From an optimization exercise on the open Yosys and OpenROAD flow, aimed at small area, a short achievable clock period and few clock cycles; shortcuts taken in it are not production practice. Function was checked by simulation only, so behaviour that the tests miss may differ from the original. Power and IR drop assume default switching activity.

## flow/design.v (module list and top-level ports; edited modules follow where they fit)
// module novahash_core: 1465 lines
module novahash_core (
    input  wire        clk,
    input  wire        rst,
    input  wire        cmd_valid,
    input  wire [31:0] cmd_data,
    output reg         resp_valid,
    output reg  [3:0]  resp_code,
    input  wire [5:0]  rd_addr,
    output reg  [31:0] rd_data
);
  // ...
==> flow/run.sh <==
#!/bin/bash
# synth_recipe.tcl (not shown) runs the flow's synth.tcl, then flattens the netlist and writes it again
# the make line also repeats each setting of config.mk as NAME=value (left out here)
make -C /OpenROAD-flow-scripts/flow DESIGN_CONFIG=/design/flow/config.mk WORK_HOME=/design/flow/orfs CLKGATE_MAP_FILE= SYNTH_SCRIPT=/design/flow/synth_recipe.tcl finish
==> flow/config.mk <==
export PLATFORM = sky130hd
export DESIGN_NAME = novahash_core
export DESIGN_NICKNAME = novahash_core
export VERILOG_FILES = /design/flow/design.v
export SDC_FILE = /design/flow/constraint.sdc
export NUM_CORES = 8
export LEC_CHECK = 0
export ABC_AREA = 1
export CAP_MARGIN = 20
export CORE_MARGIN = 2
export CORE_UTILIZATION = 30
export CTS_CLUSTER_DIAMETER = 80
export CTS_CLUSTER_SIZE = 24
export GPL_ROUTABILITY_DRIVEN = 1
export SETUP_SLACK_MARGIN = 4.7
export SLEW_MARGIN = 20
==> flow/constraint.sdc <==
create_clock -name core_clock -period 12.0 [get_ports {clk}]
set_input_delay 2.4000 -clock core_clock [delete_from_list [all_inputs] [get_ports {clk}]]
set_output_delay 2.4000 -clock core_clock [all_outputs]
set_load 0.01 [all_outputs]
==> flow_summary.json, run 1 <==
{
  "first_pass_iters": 10,
  "rows": 208,
  "p_switching_mw": 3.52,
  "dieArea_sq_um": 328000,
  "tightest_slew_ns": 1.30,
  "seq_area_frac_synth_pct": 43.4,
  "syn_area_per_cell_sq_um": 8.69,
  "setup_tns_ns": 0,
  "hold_path_end": "inc_ok$_SDFFE_PP1P_",
  "status": "timing/DRC/antenna clean",
  "drc": 0,
  "nClkBuffers": 120,
  "antenna_found_initial": 10,
  "fin_nets": 12300,
  "clk_path_buf_depth": 3,
  "drt_iter0_markers": 12000,
  "seq_share_pct": 36.6,
  "use_met1_pct": 32.6,
  "cts_made_buffers": 97,
  "path_class": "in -> out",
  "nWellTaps": 4305,
  "dp_hpwl_microns": 294000,
  "wire_per_inst_microns": 26.1,
  "cts_hold_buffers": 0,
  "start_util_pct": 30.2,
  "power_leader": "sequential cells",
  "worstHoldPathType": "reg -> reg",
  "postSynthNetCount": 12000,
  "multi_input_cells": 7678,
  "synth_top_family_by_area": "simple AND/OR/NAND/NOR gates",
  "leakage_nw": 47.1,
  "nNonClkBuffers": 603,
  "drive_gt1_share_pct": 14.4,
  "powerSeq_mw": 5.62,
  "wl_met3_microns": 45800,
  "cts.sink_count": 1510
}
Testbench counts, summed over its fixed seeds: cycles 5,940.
==> run 2: changes to the inputs <==
--- a/flow/design.v
+++ b/flow/design.v
@@ -1183,17 +1183,17 @@
     wire [22:0] dx    = meff * 14'd10000;
     wire        dload = !dval || (meff != dm) || (nmin != dn);
     wire [10:0] r1    = {drem, dq[13]};
     wire [11:0] s1    = {1'b0, r1} - {2'b0, dn};
     wire [9:0]  r1n   = s1[11] ? r1[9:0] : s1[9:0];
     wire [10:0] r2    = {r1n, dq[12]};
     wire [11:0] s2    = {1'b0, r2} - {2'b0, dn};
     wire [9:0]  r2n   = s2[11] ? r2[9:0] : s2[9:0];
-    wire        dready = ddone && !dload;
+    wire        dready = !dload && (ddone || dcnt == 3'd6);
     wire       slow  = (state == S_SLA) || (state == S_SLB) || (state == S_SLC);
     wire [5:0] iaddr = (state == S_SLA) ? {2'b10, sa[8:5]} : {2'b11, sb[8:5]};
     wire [5:0] raddr = slow ? iaddr : rd_addr;
     wire       wr_a  = (state == S_MAT) ? !mat_b : (state == S_READY && alen != 7'd64);
     wire       wr_b  = (state == S_MAT) ?  mat_b : (state == S_READY && blen != 7'd64);
     wire [5:0] wa_i  = (state == S_MAT) ? mi : alen[5:0];
     wire [5:0] wb_i  = (state == S_MAT) ? mi : blen[5:0];
     wire [7:0] wdat  = (state == S_MAT) ? gch : cbyte;
==> run 2 against run 1 <==
  * Highest routed layer unchanged
  * First-iteration DRC count down 0.72%
  * Non-clock buffer count up 27
  * Critical path type unchanged
  * Clock power down 5.6%
  * Register-to-register slack better by 0.04 ns
  * Final area down 0.30%
  * Synthesized cell count down 0.59%
  * Largest power group unchanged
  * Critical endpoint is now rd_data[2]
  * Sequential power up about 10%
  * Clock skew up 0.045 ns
  * Largest cell class unchanged
  * Setup slack worse by 0.14 ns
==> flow_summary.json, run 2 <==
{
  "final_area_sq_um": 115000,
  "wire_per_inst_microns": 26.4,
  "end_kind": "output port",
  "grt_pass1_vias": 77800,
  "grt-ovfl-total": 0,
  "top_regs": "abuf (512), bbuf (512)",
  "syn_area_per_cell_sq_um": 8.70,
  "antenna_found_initial": 11,
  "ys_warn_count": 3,
  "max_stage_delay_ns": 0.36,
  "yosysUniqueCellTypes": 69,
  "synth_most_common_cell": "nand2_1",
  "synth-edff-count": 1186,
  "final_cells": 15800,
  "synth_top_flop_cell": "edfxtp_1",
  "drc": 0,
  "synth_area_leaders": "edfxtp_1, nand2_1, fa_1",
  "start_util_pct": 30.1,
  "dieArea_sq_um": 326000,
  "ys_top_cells_by_count": "nand2_1, inv_1, edfxtp_1, o21ai_0, nor2_1",
  "postSynthNetCount": 12000,
  "worstHoldPathType": "reg -> reg",
  "synth_top_area_cell": "edfxtp_1",
  "setup_tns_ns": 0,
  "cts_made_buffers": 91,
  "path_clk_slew_ns": 0.09,
  "slowest_stage": "nand4_1",
  "cts_root_buf": "clkbuf_16",
  "cp_cell_sequence": "buf_6 > inv_4 > o21ai_4 > buf_12 > buf_12 > nand2_8 > nor2_4 > buf_12 > buf_12 > buf_12 > buf_16 > a22o_1 > nor2_1 > nand2_2 > o22ai_2 > nand2_1 > nand4_1 > nand2_2 > buf_6",
  "via_per_inst": 5.45,
  "cts_tree": "done",
  "tightest_slew_ns": 1.25,
  "first_pass_iters": 7,
  "crit_required_ns": 9.60,
  "dp_hpwl_microns": 293000,
  "status": "timing/DRC/antenna clean",
  "rows": 208,
  "path_class": "in -> out",
  "ys_ff_latch": 1510,
  "relSlewSlack_pct": 16.5,
  "critPathLaunchType": "primary input",
  "final_common_cell": "nand2_1",
  "route.vias.total": 86100,
  "max_cap_violations": 0,
  "fin_nets": 12300,
  "drtAntennaViolNets": 0,
  "fin_crit_sh_pct": 62.3,
  "final_util_pct": 35.9,
  "synthArstFlopShare_pct": 0,
  "p_per_area_nw_per_um2": 127,
  "drive_gt1_share_pct": 14.2,
  "ios": 78,
  "power_mw": 14.6,
  "cts.sink_count": 1510,
  "crit_fanout": 6,
  "max-vdd-ir-drop_v": 0.000137,
  "mostFrequentLayoutCells": "nand2_1, inv_1, edfxtp_1",
  "synth_area_sq_um": 96400,
  "placed_cell_area_sq_um": 103000,
  "period_needed_ns": 7.48,
  "worstPathArrival_ns": 5.08,
  "synth.top_cell.area_share_pct": 36.9,
  "area_growth_pct": 19.3,
  "coreArea_sq_um": 320000,
  "fillers": 32400,
  "drt_iter0_markers": 12000,
  "port_buffers": 76,
  "clk_path_buf_depth": 3,
  "die_h_microns": 571,
  "grt_pass1_wl_microns": 579000,
  "max_freq_mhz": 134,
  "skew_ns": 0.101,
  "h-tree-depth": 3,
  "rsz0062_at_grt": "true",
  "synthCells": 11100,
  "seq_area_frac_synth_pct": 43.7,
  "die_w_microns": 571,
  "wl_microns": 417000,
  "path_common_cell": "buf_12",
  "grt_usage_pct": 24.6,
  "insertion_delay_ns": 0.83,
  "cts_hold_buffers": 0,
  "dp_cells": 15200,
  "grt_max_degree": 103,
  "drv_slew": 0,
  "leakage_nw": 46.9,
  "setup_violations": 0,
  "place.gp.congestion": 1.01,
  "hold_viol": 0
}
## run 2: cell count changes in the layout (fill, tap and decap cells not counted), moves of 16 or more
cell / change
o21ai_1: -16
nand4_1: +42
a22o_1: -20
o21ai_0: +26
nor2_1: -99
nand2_1: +24
## run 2: kinds of logic after synthesis
logic type,count (synthesis),share of synthesized area [%]
AO/OA/AOI/OAI,2329,14.2
XOR/XNOR,350,3.18
adder cells (fa/ha/maj),835,13.4
buffers and inverters,1955,7.73
flip-flops,1510,43.7
multiplexers,5,0.0532
other,2,0.00779
AND/OR/NAND/NOR,4096,17.7
## run 2: area by class of cell
type                            count  area (sq um)  share of cell area (%)
Antenna cell                       12          30.0                  0.0261
Clock buffer                      103          2320                    2.02
Clock inverter                     41           642                   0.558
Inverter                         1568          6180                    5.37
Multi-Input combinational cell   7623         50900                    44.2
Sequential cell                  1510         42300                    36.7
Tap cell                         4305          5390                    4.68
Timing Repair Buffer              630          7320                    6.36
Timing Repair inverter              5          40.0                  0.0348
## run 2: worst paths after layout
kind | from | end | slack (ns) | cells after the start
setup reg to reg | h2[4]$_SDFFE_PP0P_ | h2[21]$_SDFFE_PP0P_ | 4.84 | 28
setup / recovery | rd_addr[1] | rd_data[2] | 4.52 | 19
hold reg to reg | dcnt[0]$_SDFFE_PN0N_ | dcnt[0]$_SDFFE_PN0N_ | 0.49 | 2
hold / removal | dcnt[0]$_SDFFE_PN0N_ | dcnt[0]$_SDFFE_PN0N_ | 0.49 | 2
## run 2: worst max-delay path, delay by kind of cell
kind | cells | cell delay (ns)
buffers and inverters | 9 | 1.12
AOI/OAI and AO/OA | 3 | 0.37
and+or+nand+nor | 7 | 1.17
## run 2: routing by layer
layer  vias up  GRT usage (%)  wire length, microns
li1      38300              -                     -
met1     41700           33.5                167000
met2      5118           37.1                178000
met3       888           5.23                 46300
met4         4           11.5                 25200
met5         -              0                   212
## run 2: where the power goes
| group | internal (mW) | switching (mW) |
|---|---|---|
| logic | 1.43 | 3.38 |
| registers | 6.12 | 0.0822 |
| clock network | 1.49 | 2.06 |
## run 2: timing repair
action	CTS	global route
gates resized for setup	959	478
setup buffers	206	135
pin swaps	195	190
endpoints found under the setup margin	300	336
gates cloned	48	8
## run 2: per-stage QoR
step	hold WS, ns	setup slack [ns]
floorplan	0.420	4.64
global placement	0.473	2.26
detailed placement	0.481	2.14
CTS	0.495	4.63
global route	0.525	4.54
finish	0.494	4.52
Testbench counts of run 2, summed over its fixed seeds: cycles 5,932.
==> run 3: changes to the inputs <==
==> flow/flow/run.sh (new file) <==
#!/bin/bash
# Layout flow: the standard flow (standard.sh, unchanged synthesis), except
# that the port buffers are inserted as sky130_fd_sc_hd__buf_4 cells instead of
# the default choice (a delay cell), which the footprint-preserving repair
# cannot always resize. Each step's output goes to its own log file here.
set -euo pipefail
export BUFFER_PORTS_ARGS="-buffer_cell sky130_fd_sc_hd__buf_4"
bash standard.sh synth > synth.log 2>&1
bash standard.sh finish > layout.log 2>&1
==> flow/standard.sh (new file) <==
#!/bin/bash
# synth_recipe.tcl (not shown) runs the flow's synth.tcl, then flattens the netlist and writes it again
# the make line also repeats each setting of config.mk as NAME=value (left out here)
make -C /OpenROAD-flow-scripts/flow DESIGN_CONFIG=/design/flow/config.mk WORK_HOME=/design/flow/orfs CLKGATE_MAP_FILE= SYNTH_SCRIPT=/design/flow/synth_recipe.tcl "${@:-finish}"
removed: flow/run.sh
==> run 3 against run 2 <==
  * Core utilization fell by 0.46 points
  * Still clean on timing, DRC and antenna
  * Register-to-register slack improved by 0.13 ns
  * Final area fell by 1.3%
  * Count of clock-buffer cells in the layout rose by 10
==> flow_summary.json, run 3 <==
{
  "status": "timing/DRC/antenna clean",
  "tightest_slew_ns": 1.30,
  "hold_viol": 0,
  "port_buffers": 76,
  "end_kind": "output port",
  "clock_power_share_pct": 25.2,
  "p_comb_share_pct": 31.6,
  "via_per_inst": 5.44,
  "ys_warn_count": 3,
  "cts_tree": "done",
  "grt_pass1_wl_microns": 561000,
  "max_stage_delay_ns": 0.45,
  "rows": 208,
  "dp_hpwl_microns": 287000,
  "wire_per_inst_microns": 25.8,
  "seqCellArea_sq_um": 42300,
  "setup_tns_ns": 0,
  "wl_microns": 406000,
  "drv_slew": 0,
  "final_cells": 15800,
  "skew_ns": 0.0835,
  "coreArea_sq_um": 320000,
  "leakage_nw": 46.4,
  "cts.sink_count": 1510,
  "die_w_microns": 571,
  "synthCells": 11100,
  "synth_area_sq_um": 96400,
  "synth.top_cell.area_share_pct": 36.9,
  "p_int_mw": 9.02,
  "top_regs": "abuf (512), bbuf (512)",
  "grt_pass1_vias": 77300,
  "dp_cells": 15200,
  "switching_share_pct": 37.1,
  "cts_root_buf": "clkbuf_16",
  "setup_violations": 0,
  "rsz0062_at_grt": "true",
  "ys_ff_latch": 1510,
  "route.vias.total": 85700,
  "area_growth_pct": 17.8,
  "multiInputGateArea_sq_um": 50200,
  "clk_path_buf_depth": 3,
  "relSlewSlack_pct": 13.3,
  "cp_cell_sequence": "buf_4 > inv_4 > o21ai_4 > buf_12 > buf_12 > nand2_8 > nor2_4 > buf_6 > buf_12 > nand2_8 > clkinvlp_4 > buf_6 > clkbuf_16 > nand2_2 > o211ai_1 > o21ai_2 > nand2_2 > buf_6",
  "insertion_delay_ns": 0.81,
  "critPathLaunchType": "primary input",
  "fin_crit_sh_pct": 62.4,
  "max_cap_violations": 0,
  "cts_hold_buffers": 0,
  "place.gp.congestion": 1.04,
  "syn_area_per_cell_sq_um": 8.70,
  "path_class": "in -> out",
  "cts_made_buffers": 93,
  "ys_top_cells_by_count": "nand2_1, inv_1, edfxtp_1, o21ai_0, nor2_1",
  "path_clk_slew_ns": 0.09,
  "final_area_sq_um": 114000,
  "synth_area_leaders": "edfxtp_1, nand2_1, fa_1",
  "max_freq_mhz": 134,
  "first_pass_iters": 7,
  "seq_area_frac_synth_pct": 43.7,
  "crit_required_ns": 9.60,
  "p_per_area_nw_per_um2": 126,
  "crit_fanout": 5,
  "drive_gt1_share_pct": 13.3,
  "fin_nets": 12300,
  "drt_iter0_markers": 11800,
  "p_switching_mw": 5.33,
  "dieArea_sq_um": 326000,
  "grt-ovfl-total": 0,
  "seqPwrFrac_pct": 43.2,
  "placed_cell_area_sq_um": 102000,
  "period_needed_ns": 7.49,
  "drc": 0,
  "synthArstFlopShare_pct": 0,
  "mostFrequentLayoutCells": "nand2_1, inv_1, edfxtp_1",
  "slowest_stage": "o21ai_2",
  "worstPathArrival_ns": 5.09,
  "antenna_found_initial": 11,
  "fillers": 32600,
  "drtAntennaViolNets": 0,
  "final_util_pct": 35.5,
  "synth_most_common_cell": "nand2_1",
  "max-vdd-ir-drop_v": 0.000147,
  "synth-edff-count": 1186,
  "ios": 78,
  "grt_max_degree": 100,
  "start_util_pct": 30.1,
  "final_common_cell": "nand2_1",
  "grt_usage_pct": 23.6,
  "die_h_microns": 571,
  "h-tree-depth": 3,
  "synth_top_area_cell": "edfxtp_1",
  "yosysUniqueCellTypes": 69,
  "worstHoldPathType": "reg -> reg",
  "synth_top_flop_cell": "edfxtp_1",
  "postSynthNetCount": 12000
}
## run 3: cell counts after synthesis
Identical to the previous run, type by type.
## run 3: worst paths after layout
kind,startpoint,endpoint,slack (ns),cells past startpoint
worst max-delay path,rd_addr[1],rd_data[14],4.51,18
worst min-delay path,dcnt[2]$_SDFFE_PN0N_,dcnt[2]$_SDFFE_PN0N_,0.49,2
worst max register to register,mat_b$_SDFFE_PP0P_,abuf[433]$_DFFE_PP_,4.97,24
worst min register to register,dcnt[2]$_SDFFE_PN0N_,dcnt[2]$_SDFFE_PN0N_,0.49,2
## run 3: critical path: cells and delay by family
kind                   cells  cell delay [ns]
buffers and inverters     10             1.32
AND/OR/NAND/NOR            5             0.49
AO/OA/AOI/OAI              3             0.87
## run 3: timing repair
item	in CTS	in global routing
pin swaps	83	211
setup endpoints to repair	141	451
gates resized for setup	540	547
gates cloned	23	23
setup buffers	120	194
## run 3: cell type report
| type | count | area share (%) |
|---|---|---|
| antenna | 8 | 0.0176 |
| clock buffer | 113 | 2.13 |
| clock inverter | 43 | 0.578 |
| inverter | 1568 | 5.42 |
| multi-input combinational | 7619 | 44.2 |
| sequential | 1510 | 37.2 |
| tap | 4305 | 4.74 |
| timing repair buffer | 586 | 5.67 |
| timing repair inverter | 4 | 0.0308 |
## run 3: through the flow
stage          power, mW  hold WS, ns  setup WS [ns]
6_report            14.3        0.492           4.51
5_1_grt             14.8        0.526           4.57
4_1_cts             13.9        0.489           4.59
3_5_place_dp        10.1        0.476           2.51
3_3_place_gp        10.1        0.464           2.57
2_1_floorplan       8.65        0.420           4.64
## run 3: cells by family (layout without fill, tap and decap cells)
kind of cell | Yosys count | after routing | share of synthesized area, %
AOI/OAI and AO/OA | 2329 | 2329 | 14.2
muxes | 5 | 5 | 0.0532
xor gates and xnor gates | 350 | 350 | 3.18
buffers and inverters | 1955 | 2314 | 7.73
and+or+nand+nor | 4096 | 4098 | 17.7
adders and majority gates | 835 | 835 | 13.4
DFF | 1510 | 1510 | 43.7
other | 2 | 10 | 0.00779
## run 3: power by group through the flow
stage               registers [mW]  clock network [mW]  logic (mW)
floorplan                     6.31                   0        2.34
global placement              6.31                   0        3.77
detailed placement            6.31                   0        3.78
CTS                           6.20                3.62        4.11
global route                  6.21                3.79        4.79
finish                        6.20                3.62        4.53
## run 3: layer usage
metal / vias up / track usage, % / share of wire (%)
met5: - / 0.250 / 0.039
met4: 8 / 10.3 / 5.5
met3: 841 / 5.36 / 11
met2: 5078 / 34.6 / 42
met1: 41500 / 32.9 / 41
li1: 38300 / - / -

-- re-timing with driven ports --
Ports are ideal in the flow. The routed layouts listed here were re-timed in OpenROAD.
Step 1 (the two cells are an assumption about what drives the block):
set clk [get_ports {clk}]
set_driving_cell -lib_cell sky130_fd_sc_hd__clkbuf_16 $clk
set_driving_cell -lib_cell sky130_fd_sc_hd__buf_2 [delete_from_list [all_inputs] $clk]
Step 2 moves the port delays by t, midway between the first and last clock arrival at a register: inputs arrive t later, outputs are due t later. That takes back most of the time a late clock gives input paths.
Slacks: ideal ports / drivers / drivers and shift; pairs: ideal ports / drivers.
| run | t (ns) | setup slack, ns | worst setup path at the end | latest minus earliest clock arrival (ns) | worst data-port slew with drivers (ns) |
|---|---|---|---|---|---|
| run 1 | 0.897 | 4.663 / 4.641 / 3.811 | input to register | 0.057 / 0.057 | 0.26 |
| run 2 | 0.868 | 4.520 / 4.479 / 3.973 | input to register | 0.101 / 0.102 | 0.12 |
| run 3 | 0.853 | 4.512 / 4.474 / 3.996 | input to register | 0.084 / 0.083 | 0.15 |
After both steps setup and hold are still met in every run listed. For run 1, which loses most, drivers alone change the setup slack by -0.022 ns; drivers and shift together by -0.852 ns.
